Source: an optimization exercise on an open RTL-to-GDS flow (aim: small area). Production flows keep margins and buffers that such runs may drop. Only simulation tests tie the RTL to the original design; equivalence was not proved. The flow treats the clock pin as an ideal source, which a real chip does not have. No activity file was given, so power comes from the tool's default toggle rates.

north:
## suart_core
module suart_core (
    input  wire        clk,
    input  wire        rst,
    input  wire [19:0] cfg_bit_rate,
    input  wire [1:0]  cfg_stop_bits,
    input  wire [3:0]  cfg_len_bits,
    input  wire        cfg_debug_pad,
    input  wire        tx_send,
    input  wire        tx_send_chunk,
    input  wire [15:0] tx_len,
    output wire [15:0] tx_mem_addr,
    input  wire [7:0]  tx_mem_data,
    input  wire        tx_nak_in,
    output wire        tx_line,
    output wire        tx_busy,
    output wire        tx_frame_start,
    output wire        tx_guard_begin,
    output wire        tx_nak_seen,
    output wire        tx_retry,
    output wire        tx_chunk_done,
    output wire        tx_send_done,
    output wire        tx_refused,
    output wire        tx_refused_busy,
    output wire [15:0] tx_chunk,
    input  wire        rx_receive,
    input  wire        rx_line,
    output wire        rx_nak,
    output wire        rx_edge,
    output wire        rx_size,
    output wire        rx_byte,
    output wire        rx_chunk_ok,
    output wire        rx_chunk_bad,
    output wire        rx_nak_end,
    output wire        rx_ready,
    output wire [7:0]  rx_value,
    output wire [7:0]  rx_index
);
clock: 1000.0 ns
lec_check: 0
cap_margin: 20
core_margin: 2
core_utilization: 40
slew_margin: 20
standard.sh (not shown) runs the stock make flow with config.mk's settings and CLKGATE_MAP_FILE= SYNTH_SCRIPT=/design/flow/synth_recipe.tcl, a recipe that flattens the netlist after the stock synthesis.
==> flow/flow/run.sh <==
#!/bin/bash
# The standard layout (standard.sh: ORFS with the standard flow's synthesis), with changes that only make it
# smaller: synthesis without Yosys's quick internal ABC pass and with an area-oriented ABC script
# (area_synth.tcl), buf_1 cells as the port buffers, and a clock tree of clkbuf_8 cells without
# dummy loads. Each tool's full output stays in orfs/logs; make's own
# output goes to make.log.
set -euo pipefail
W=$PWD
export AREA_ABC_SCRIPT=$W/flow/area.abc
export FLOW_SYNTH_TCL=$W/synth_recipe.tcl
bash standard.sh \
    SYNTH_SCRIPT=$W/flow/area_synth.tcl \
    BUFFER_PORTS_ARGS="-buffer_cell sky130_fd_sc_hd__buf_1" \
    CTS_ARGS="-sink_clustering_enable -repair_clock_nets -buf_list sky130_fd_sc_hd__clkbuf_8 -dont_use_dummy_load" \
    finish > make.log 2>&1
==> flow/flow/area.abc <==
strash
&get -n
&deepsyn -J 100 -T 300
&put
&get -n
&dch -f
&nf -R 1000
&put
==> flow/flow/area_synth.tcl <==
# The standard flow's synthesis (synth_recipe.tcl) with two changes for a smaller netlist: Yosys's synth runs
# without its internal quick ABC pass (-noabc), which would otherwise leave the extracted full
# adders with inverters between them, and the final ABC pass uses an area-oriented script in
# place of ORFS's speed script. Registers are mapped before ABC runs and keep the standard
# synthesis's names and cells.
set f [open $::env(FLOW_SYNTH_TCL)]
set script [read $f]
close $f
set script [string map {"yosys synth -nofsm -noshare" "yosys synth -nofsm -noshare -noabc"} $script]
proc abc {args} {
  set i [lsearch -exact $args -script]
  if { $i >= 0 } {
    lset args [expr { $i + 1 }] $::env(AREA_ABC_SCRIPT)
  }
  puts "abc with area script: $args"
  yosys abc {*}$args
}
uplevel #0 $script
north completed end to end with timing, DRC and antenna clean.
#### Input delta (south over north)
==> flow/flow/run.sh <==
#!/bin/bash
# The standard layout (standard.sh: ORFS with the standard flow's synthesis), with changes that only make it
# smaller: synthesis without Yosys's quick internal ABC pass and with an area-oriented ABC script
# (area_synth.tcl), buf_1 cells as the port buffers and as synthesis's pass-through buffers, and a
# clock tree of clkbuf_8 cells without dummy loads. Each tool's full output stays in orfs/logs;
# make's own output goes to make.log.
set -euo pipefail
W=$PWD
export AREA_ABC_SCRIPT=$W/flow/area.abc
export AREA_ABC_SEEDS="0 1 2 3 4 5"
export AREA_WORK=$W
export FLOW_SYNTH_TCL=$W/synth_recipe.tcl
bash standard.sh \
    SYNTH_SCRIPT=$W/flow/area_synth.tcl \
    BUFFER_PORTS_ARGS="-buffer_cell sky130_fd_sc_hd__buf_1" \
    MIN_BUF_CELL_AND_PORTS="sky130_fd_sc_hd__buf_1 A X" \
    CTS_ARGS="-sink_clustering_enable -repair_clock_nets -buf_list sky130_fd_sc_hd__clkbuf_8 -dont_use_dummy_load" \
    finish > make.log 2>&1
==> flow/flow/area.abc <==
strash
&get -n
&deepsyn -J 100 -T 300 -S SEED
&put
&get -n
&dch -f
&nf -R 1000
&put
==> flow/flow/area_synth.tcl <==
# The standard flow's synthesis (synth_recipe.tcl) with two changes for a smaller netlist: Yosys's synth runs
# without its internal quick ABC pass (-noabc), which would otherwise leave the extracted full
# adders with inverters between them, and the final ABC pass uses an area-oriented script
# (area.abc) in place of ORFS's speed script. The script's &deepsyn is run with a few random
# seeds and the smallest result is kept. Registers are mapped before ABC runs and keep the
# standard synthesis's names and cells.
set f [open $::env(FLOW_SYNTH_TCL)]
set script [read $f]
close $f
set script [string map {"yosys synth -nofsm -noshare" "yosys synth -nofsm -noshare -noabc"} $script]

proc area_abc_script { seed } {
  set f [open $::env(AREA_ABC_SCRIPT)]
  set text [read $f]
  close $f
  set path $::env(AREA_WORK)/area_seed$seed.abc
  set f [open $path w]
  puts -nonewline $f [string map [list SEED $seed] $text]
  close $f
  return $path
}

proc abc {args} {
  set i [lsearch -exact $args -script]
  set lib [lindex $args [expr { [lsearch -exact $args -liberty] + 1 }]]
  yosys design -save before_abc
  set best_seed -1
  set best_area 0
  foreach seed $::env(AREA_ABC_SEEDS) {
    yosys design -load before_abc
    lset args [expr { $i + 1 }] [area_abc_script $seed]
    yosys abc {*}$args
    set stat $::env(AREA_WORK)/area_seed$seed.stat
    yosys tee -q -o $stat stat -liberty $lib
    set f [open $stat]
    set text [read $f]
    close $f
    regexp {Chip area for module [^:]*: ([0-9.]+)} $text -> area
    puts "abc with area script, seed $seed: area $area"
    if { $best_seed < 0 || $area < $best_area } {
      set best_seed $seed
      set best_area $area
    }
  }
  puts "abc: keeping seed $best_seed (area $best_area)"
  yosys design -load before_abc
  lset args [expr { $i + 1 }] [area_abc_script $best_seed]
  yosys abc {*}$args
}
uplevel #0 $script
--- outcome ---
north ran to completion and came out clean on the timing, DRC and antenna checks. The flow did not stop early for south: all stages ran, and the layout cleared the timing, DRC and antenna checks. Critical path depth in south is 2 above north. Power density normalized to cell area of south falls short of that of north by more than 10%. Between south and north, the global-route usage figures differ only marginally. Against north, south reports a non-clock buffer count that is lower. In the reports for south and north, the smaller cell area belongs to south. Fmax: north vs south — no meaningful difference. The peak per-stage delay on the critical path was comparable across south and north. Reported for south and north, count of clock-buffer cells in the layout turned out identical to the last digit. Of the two values seen for cell type of the slowest stage on the worst timing path, o21bai_1 was produced by south and nor3b_1 by north. CTS clock-pin slew for the worst setup and hold paths: south vs north, no meaningful difference. Worst voltage drop across the vdd grid of south falls short of that of north by more than 10%. The higher met3 capacity usage during global routing came out of south.
Setup changes, south to east
diff --git a/flow/flow/run.sh b/flow/flow/run.sh
--- a/flow/flow/run.sh
+++ b/flow/flow/run.sh
@@ -3,5 +3,6 @@
 # smaller: synthesis without Yosys's quick internal ABC pass and with an area-oriented ABC script
 # (area_synth.tcl), buf_1 cells as the port buffers and as synthesis's pass-through buffers, and a
-# clock tree of clkbuf_8 cells without dummy loads. Each tool's full output stays in orfs/logs;
+# clock tree of clkbuf_8 cells without dummy loads, whose buffers that drive at most 9 flip-flops
+# are then downsized to clkbuf_4 (post_cts.tcl). Each tool's full output stays in orfs/logs;
 # make's own output goes to make.log.
 set -euo pipefail
@@ -11,4 +12,5 @@
 export AREA_WORK=$W
 export FLOW_SYNTH_TCL=$W/synth_recipe.tcl
+export CLK_DOWNSIZE_FANOUT=9
 bash standard.sh \
     SYNTH_SCRIPT=$W/flow/area_synth.tcl \
@@ -16,3 +18,5 @@
     MIN_BUF_CELL_AND_PORTS="sky130_fd_sc_hd__buf_1 A X" \
     CTS_ARGS="-sink_clustering_enable -repair_clock_nets -buf_list sky130_fd_sc_hd__clkbuf_8 -dont_use_dummy_load" \
+    POST_CTS_TCL=$W/flow/post_cts.tcl \
+    CAP_MARGIN=5 SLEW_MARGIN=5 \
     finish > make.log 2>&1
==> flow/flow/post_cts.tcl (new file) <==
# After clock tree synthesis: clock buffers that drive only a few flip-flops are downsized from
# clkbuf_8 to clkbuf_4 (same row, same origin; the smaller cell stays legal).
set limit $::env(CLK_DOWNSIZE_FANOUT)
set n 0
foreach inst [[ord::get_db_block] getInsts] {
  if { [[$inst getMaster] getName] != "sky130_fd_sc_hd__clkbuf_8" } { continue }
  set net [[$inst findITerm X] getNet]
  if { $net == "NULL" } { continue }
  set fanout [expr { [llength [$net getITerms]] - 1 }]
  if { $fanout <= $limit } {
    replace_cell [$inst getName] sky130_fd_sc_hd__clkbuf_4
    incr n
  }
}
puts "post_cts: downsized $n clock buffers to clkbuf_4 (fanout <= $limit)"
detailed_placement
check_placement -verbose
## What came out
- east: flow completed, timing, DRC and antenna clean
- Power of the clock network: east better than south
- In east the final hold slack turned out 8.8 ps higher than in south.
- Between south and east, the detailed-placement wirelength estimate does not differ in any meaningful way.
- Wire length of the first global-routing pass: east > south
- Area of the multi-input gates delta (east -> south): insignificant
- On net switching power of the design, south loses to east.
- In east, relative area change from synthesis to final layout is lower than in south.
- Part of the power in the clock network: east < south
- Ratio of total power to cell area: east vs south down about 1.6%
- Total power: east below south
- Compare east and south | actual transition at the worst max-transition pin lower: south
Modified inputs, west compared to east
diff --git a/flow/flow/run.sh b/flow/flow/run.sh
--- a/flow/flow/run.sh
+++ b/flow/flow/run.sh
@@ -8,5 +8,5 @@
 set -euo pipefail
 W=$PWD
-export AREA_ABC_SCRIPT=$W/flow/area.abc
+export AREA_ABC_SCRIPTS="$W/flow/area_nf.abc $W/flow/area_amap.abc"
 export AREA_ABC_SEEDS="0 1 2 3 4 5"
 export AREA_WORK=$W
@@ -19,4 +19,3 @@
     CTS_ARGS="-sink_clustering_enable -repair_clock_nets -buf_list sky130_fd_sc_hd__clkbuf_8 -dont_use_dummy_load" \
     POST_CTS_TCL=$W/flow/post_cts.tcl \
-    CAP_MARGIN=5 SLEW_MARGIN=5 \
     finish > make.log 2>&1
==> flow/flow/area_amap.abc (new file) <==
strash
&get -n
&deepsyn -J 100 -T 300 -S SEED
&put
dch -f
amap
==> flow/flow/area_nf.abc (new file) <==
strash
&get -n
&deepsyn -J 100 -T 300 -S SEED
&put
&get -n
&dch -f
&nf -R 1000
&put
==> flow/flow/area_synth.tcl <==
# The standard flow's synthesis (synth_recipe.tcl) with two changes for a smaller netlist: Yosys's synth runs
# without its internal quick ABC pass (-noabc), which would otherwise leave the extracted full
# adders with inverters between them, and the final ABC pass uses area-oriented scripts in place
# of ORFS's speed script: &deepsyn with a few random seeds, each followed by one of two mappers
# (area_nf.abc, area_amap.abc), and the smallest result is kept. Registers are mapped before ABC
# runs and keep the standard synthesis's names and cells.
set f [open $::env(FLOW_SYNTH_TCL)]
set script [read $f]
close $f
set script [string map {"yosys synth -nofsm -noshare" "yosys synth -nofsm -noshare -noabc"} $script]

proc area_abc_script { variant seed } {
  set f [open $variant]
  set text [read $f]
  close $f
  set path $::env(AREA_WORK)/area_[file rootname [file tail $variant]]_$seed.abc
  set f [open $path w]
  puts -nonewline $f [string map [list SEED $seed] $text]
  close $f
  return $path
}

proc abc {args} {
  set i [lsearch -exact $args -script]
  set lib [lindex $args [expr { [lsearch -exact $args -liberty] + 1 }]]
  yosys design -save before_abc
  set best_seed -1
  set best_area 0
  foreach variant $::env(AREA_ABC_SCRIPTS) {
  foreach seed $::env(AREA_ABC_SEEDS) {
    yosys design -load before_abc
    set run [area_abc_script $variant $seed]
    lset args [expr { $i + 1 }] $run
    yosys abc {*}$args
    set stat [file rootname $run].stat
    yosys tee -q -o $stat stat -liberty $lib
    set f [open $stat]
    set text [read $f]
    close $f
    regexp {Chip area for module [^:]*: ([0-9.]+)} $text -> area
    puts "abc with $run: area $area"
    if { $best_seed < 0 || $area < $best_area } {
      set best_seed $seed
      set best_variant $variant
      set best_area $area
      yosys design -save best_abc
    }
  }
  }
  puts "abc: keeping $best_variant seed $best_seed (area $best_area)"
  yosys design -load best_abc
}
uplevel #0 $script
removed: flow/flow/area.abc
## What came out
Looking at multiplexer fraction of the synthesized cell area across west and east, the one that comes out lower is west. The width of the chip was comparable across west and east. Across both runs, average instance area after synthesis was lower for west than for east. The final reports for west and east show global-route wire length before repair higher in the former. Area of the multi-input gates is lower on west. Overall track demand over capacity in global routing delta for west relative to east: 0.40 points higher. Diff east -> west | total instance count after detailed placement | up by a little under 10%. west ends up with a synthesized cell count that is 114 higher than in east.
[inputs] middle vs west
diff --git a/flow/flow/run.sh b/flow/flow/run.sh
--- a/flow/flow/run.sh
+++ b/flow/flow/run.sh
@@ -3,5 +3,6 @@
 # smaller: synthesis without Yosys's quick internal ABC pass and with an area-oriented ABC script
 # (area_synth.tcl), buf_1 cells as the port buffers and as synthesis's pass-through buffers, and a
-# clock tree of clkbuf_8 cells without dummy loads, whose buffers that drive at most 9 flip-flops
+# clock tree of clkbuf_8 cells without dummy loads, whose buffers that drive at most 9 flip-flops,
+# or only other clock buffers,
 # are then downsized to clkbuf_4 (post_cts.tcl). Each tool's full output stays in orfs/logs;
 # make's own output goes to make.log.
@@ -9,5 +10,5 @@
 W=$PWD
 export AREA_ABC_SCRIPTS="$W/flow/area_nf.abc $W/flow/area_amap.abc"
-export AREA_ABC_SEEDS="0 1 2 3 4 5"
+export AREA_ABC_SEEDS="0 1 2 3 4 5 6 7 8 9 10 11"
 export AREA_WORK=$W
 export FLOW_SYNTH_TCL=$W/synth_recipe.tcl
==> flow/flow/post_cts.tcl <==
# After clock tree synthesis: clock buffers that drive only a few flip-flops, or only other clock
# buffers, are downsized from clkbuf_8 to clkbuf_4 (same row and origin; the smaller cell stays
# legal).
set limit $::env(CLK_DOWNSIZE_FANOUT)
set n 0
foreach inst [[ord::get_db_block] getInsts] {
  if { [[$inst getMaster] getName] != "sky130_fd_sc_hd__clkbuf_8" } { continue }
  set net [[$inst findITerm X] getNet]
  if { $net == "NULL" } { continue }
  set fanout 0
  set flops 0
  foreach it [$net getITerms] {
    if { [$it isOutputSignal] } { continue }
    incr fanout
    if { ![string match "*clkbuf*" [[[$it getInst] getMaster] getName]] } { incr flops }
  }
  if { $fanout <= $limit || $flops == 0 } {
    replace_cell [$inst getName] sky130_fd_sc_hd__clkbuf_4
    incr n
  }
}
puts "post_cts: downsized $n clock buffers to clkbuf_4"
detailed_placement
check_placement -verbose
### Flow results
- Summary of middle over west: wire length ~0 delta; sequential share of layout area ~0 delta; combinational share of power ~0 delta; delay of the slowest cell on the worst path ~0 delta.
- Total power per unit cell area: west vs middle, no meaningful difference
- Per the comparison of middle with west, switching power as a share of total power level; final setup violation count essentially unchanged.
- On cell count, west tracks middle almost exactly.

-- re-timing with driven ports --
The results above use ideal ports. As a check the final layouts listed here were re-extracted and re-timed, cells and wires unchanged. Step 1 (the two cells are an assumption about what drives the block):
set clk [get_ports {clk}]
set_driving_cell -lib_cell sky130_fd_sc_hd__clkbuf_16 $clk
set_driving_cell -lib_cell sky130_fd_sc_hd__buf_2 [delete_from_list [all_inputs] $clk]
Step 2 adds t to the input delays and takes it off the output delays; t is the mean of the earliest and latest rising clock arrival at the registers after step 1. Input paths then give back, and output paths get back, about the clock's delay inside the block. Three values: ideal ports, drivers, drivers and shift; two values: the first two.
run | t, ns | slack for setup (ns) | worst setup path at the end | pins driven straight from the clock port
north | 0.476 | 790.005 / 790.025 / 789.550 | input to register | 1
south | 0.492 | 789.754 / 789.775 / 789.282 | input to register | 1
east | 0.482 | 789.773 / 789.791 / 789.310 | input to register | 1
west | 0.486 | 789.464 / 789.484 / 788.998 | input to register | 1
middle | 0.610 | 789.595 / 789.615 / 789.005 | input to register | 1
After both steps setup and hold are still met in every run listed. For middle, which loses most, drivers alone change the setup slack by +0.020 ns; drivers and shift together by -0.590 ns.
